From an optimization exercise on the open Yosys and OpenROAD flow, aimed at small area, a short achievable clock period and few clock cycles; shortcuts taken in it are not production practice.
Where RTL was checked, it was by simulation tests only, not by an equivalence proof against the original.
No activity file was given, so power comes from the tool's default toggle rates.

==> flow/design.v (excerpt) <==
module ww_dec #(
    parameter N = 24                   
) (
    input  wire        clk,
    input  wire        rst,
    input  wire        in_valid,
    input  wire [7:0]  in_data,
    output wire        in_ready,
    output wire        out_valid,
    input  wire        out_ready,
    output wire [1:0]  out_kind,
    output wire        out_end,
    output wire [31:0] out_data
);
Size: about 80 flip-flops, roughly 49 I/O pins, about 0.0088 mm2 of cells after synthesis.
make LEC_CHECK=0 CAP_MARGIN=20 CORE_MARGIN=2 CORE_UTILIZATION=40 SETUP_SLACK_MARGIN=2.0 SLEW_MARGIN=20 SYNTH_MEMORY_MAX_BITS=16384 finish   # period 6.0 ns
run.sh (not shown) runs the stock make flow with config.mk's settings and CLKGATE_MAP_FILE= SYNTH_SCRIPT=/design/flow/synth_recipe.tcl, a recipe that flattens the netlist after the stock synthesis.
==> next run, changes <==
- ABC_AREA: unset -> 1
- SETUP_SLACK_MARGIN: 2.0 -> 2.8
Outcome:
- via count grows by about 20%
- synthesized cell count went up by about 36%
- total power came out higher by about 7%
- worst setup slack improves by 0.56 ns
- area after synthesis came out higher by 2.3%
- hold slack loses 0.053 ns
- final area came out higher by 18%
- wire length rises by about 17%
- critical path depth goes up by 14
- die area is higher by 2.2%
- non-clock buffer count rises by 94
==> next run, changes <==
- SETUP_SLACK_MARGIN: 2.8 -> 2.5
The new run completed without violations.
Via count shrinks by 5.7%.
Final area shrinks by 9.3%.
Flip-flop and latch count does not change.
No functional check of the RTL was part of any run of this note.

---

old:
ww_dec, a different RTL version from the one above (not shown whole).
Size: ~1500 cells after synthesis, roughly 49 I/O pins, roughly 0.0086 mm^2 of cells after synthesis.
Settings: LEC_CHECK=0, ABC_AREA=1, CAP_MARGIN=20, CORE_MARGIN=2, CORE_UTILIZATION=40, SETUP_SLACK_MARGIN=2.8, SLEW_MARGIN=20, SYNTH_MEMORY_MAX_BITS=16384; clock period 6.0 ns.
Testbench counts of old, summed over its fixed seeds: cycles 7,574.
### old -> new
Settings: SETUP_SLACK_MARGIN now 2.6, was 2.8.
### Flow results
Every run (new and old) finished clean. Sort new and old by switching share of total power, ascending, and old comes first. Worst setup slack is lower on new. old was larger in final cell area than new. Against old, new reports a utilization that is lower. On fraction of layout instances using a drive strength above 1: new sits below old. Between new and old, it is new whose total detailed-routing wirelength is lower, by about 2.6%. In the metrics for new and old, the one carrying the higher fraction of area in clock buffers and inverters is new. For the share of cell area taken by multi-input logic gates, new came in 0.98 points higher than old did.

---

Setup of nickel:
ww_dec, a different RTL version from the one above (not shown whole).
Size: about 8300 µm² of cells after synthesis.
// ww_dec
module ww_dec #(
    parameter N = 26                   
) (
    input  wire        clk,
    input  wire        rst,
    input  wire        in_valid,
    input  wire [7:0]  in_data,
    output wire        in_ready,
    output wire        out_valid,
    input  wire        out_ready,
    output wire [1:0]  out_kind,
    output wire        out_end,
    output wire [31:0] out_data
);
    localparam [2:0] S_TAG  = 3'd0,    
                     S_ASC  = 3'd1,    
                     S_UTF  = 3'd2,    
                     S_RAW  = 3'd3,    
                     S_INTP = 3'd4,    
                     S_PAY  = 3'd5;    
    reg  [N-1:0] buf_q;
    reg  [4:0]   nb;
    reg  [2:0]   state;
    reg  [1:0]   pc;               
    reg          ov;
    reg  [1:0]   okind;
    reg          oend;
    reg  [7:0]   obyte;
    reg  [31:0]  count;            
    reg          fresh;            
    assign out_valid = ov;
    assign out_kind  = okind;
    assign out_end   = oend;
    assign out_data  = oend ? count : {24'd0, obyte};
    assign in_ready = (nb <= N - 8);
    wire take = in_valid && in_ready;
    wire go   = !ov || out_ready;
    wire [13:0] ge;
    genvar g;
    generate for (g = 0; g < 14; g = g + 1) begin : g_ge
        assign ge[g] = (nb >= g);
    end endgenerate
    wire [12:0] w = buf_q[N-1 -: 13];
    wire a_l5, a_l6, a_l7, a_l10, a_l11, a_term;
    wire [7:0] a_base;
    ww_asc_rom u_asc (.a(w[12:2]), .base(a_base), .term(a_term), .l5(a_l5), .l6(a_l6),
                      .l7(a_l7), .l10(a_l10), .l11(a_l11));
    wire f_l6, f_l7, f_l8, f_l9, f_l10, f_l11, f_term;
    wire [7:0] f_base;
    ww_fbc_rom u_fbc (.a(w[12:2]), .base(f_base), .term(f_term), .l6(f_l6), .l7(f_l7),
                      .l8(f_l8), .l9(f_l9), .l10(f_l10), .l11(f_l11));
    wire asc_st = (state == S_ASC);
    wire utf_st = (state == S_UTF);
    wire [6:0] lsel;           
  ...
Settings: LEC_CHECK=0, ABC_AREA=1, CAP_MARGIN=20, CORE_MARGIN=2, CORE_UTILIZATION=60, SETUP_SLACK_MARGIN=2.4, SLEW_MARGIN=20, SYNTH_MEMORY_MAX_BITS=16384; clock period 6.0 ns.
Testbench counts of nickel, summed over its fixed seeds: cycles 7,393.
### nickel -> harbor
- SETUP_SLACK_MARGIN: 2.4 -> 2.45
- CORE_UTILIZATION: 60 -> 50
The utilization after layout reported for harbor is smaller than that of nickel by 11 points. The sequential share of layout area was comparable across nickel and harbor. nickel and harbor all finish clean. Diff nickel -> harbor: largest net degree at the start of global routing now smaller, part of the total power dissipated in combinational logic decreased 0.2 points, non-clock buffer share of cell area saw a decrease. Compared with nickel, harbor supports a higher clock frequency. Looking at number of global-route vias before repair across nickel and harbor, the one that comes out lower is nickel. The run showing the greater met1 layer wirelength in the final routing is harbor. harbor against nickel: final area has increased, final setup violation count now sits at about the same level.
For lagoon, these inputs were changed with respect to harbor:
- SETUP_SLACK_MARGIN: 2.45 -> 2.5
- CORE_UTILIZATION: 50 -> 60
Results
- As of lagoon, overall power consumption had risen slightly compared to harbor.
- In the metrics for harbor and lagoon, the one carrying the lower biggest fanout along the worst timing path is harbor.
- lagoon vs. harbor: combinational cell fraction of total power increased 0.5 points, final worst-path cycle share neither gained nor lost much, placed cell count shrank by about 2.6%, number of cells produced by synthesis now sits at about the same level.
- Between harbor and lagoon, routed wirelength normalized by instance count increased.
- Of harbor and lagoon, the run reporting the lower critical path required time was lagoon.
Changes in ember relative to lagoon:
- CORE_UTILIZATION now 45, was 60
- SETUP_SLACK_MARGIN now 2.55, was 2.5
### Flow results
- ember completed; timing, DRC and antenna clean
- ember — first-pass GRT wire length 1300 µm higher, lagoon as reference
- Maximum vdd ir drop delta for ember relative to lagoon: 0.000017 V lower
- Looking at last element of the critical path, the count[0]$_DFFE_PP_ result is from lagoon; the obyte[5]$_DFFE_PN_ one comes from ember.
- Diff lagoon..ember | register area | negligible
- Looking at final standard cell area without fillers across both flows, ember is the weaker of the two, with lagoon ahead.
- Compared with lagoon, ember shows total power higher by about 1.2%.
- ember against lagoon: non-filler instance count after layout higher, number of placed instances, taps included rose 3.3%.
- The setup slack of ember is larger than that of lagoon.
- Summary — clock-buffer cell count, ember relative to lagoon: higher, by 1.

[static timing again, ports no longer ideal]
How much do the figures lean on ideal ports? The routed layouts below were timed once more, with nothing changed but the port constraints. Step 1 (the two cells are an assumption about what drives the block):
set clk [get_ports {clk}]
set_driving_cell -lib_cell sky130_fd_sc_hd__clkbuf_16 $clk
set_driving_cell -lib_cell sky130_fd_sc_hd__buf_2 [delete_from_list [all_inputs] $clk]
Step 2 adds t to the input delays and takes it off the output delays; t is the mean of the earliest and latest rising clock arrival at the registers after step 1. Input paths then give back, and output paths get back, about the clock's delay inside the block. a / b / c = ideal ports / drivers / drivers and shift; a / b = the first two.
run	shift t [ns]	slack for setup (ns)	worst register clock-pin slew, ns	worst slew at a driven data input, ns
the first run of note 1	0.395	2.113 / 2.135 / 1.740	0.07 / 0.07	0.04
the second run of note 1	0.407	2.674 / 2.674 / 2.532	0.07 / 0.07	0.03
the third run of note 1	0.402	2.573 / 2.547 / 2.241	0.07 / 0.07	0.04
old	0.395	2.730 / 2.730 / 2.515	0.07 / 0.07	0.03
new	0.397	2.642 / 2.642 / 2.384	0.07 / 0.07	0.03
nickel	0.402	2.468 / 2.487 / 2.085	0.07 / 0.07	0.03
harbor	0.406	2.559 / 2.559 / 2.208	0.07 / 0.07	0.03
lagoon	0.402	2.567 / 2.587 / 2.185	0.07 / 0.07	0.03
ember	0.392	2.604 / 2.604 / 2.347	0.07 / 0.07	0.04
After both steps every run listed still meets setup and hold. The setup slack of nickel, which loses most, moves by +0.019 ns with the drivers and by -0.383 ns with both steps.
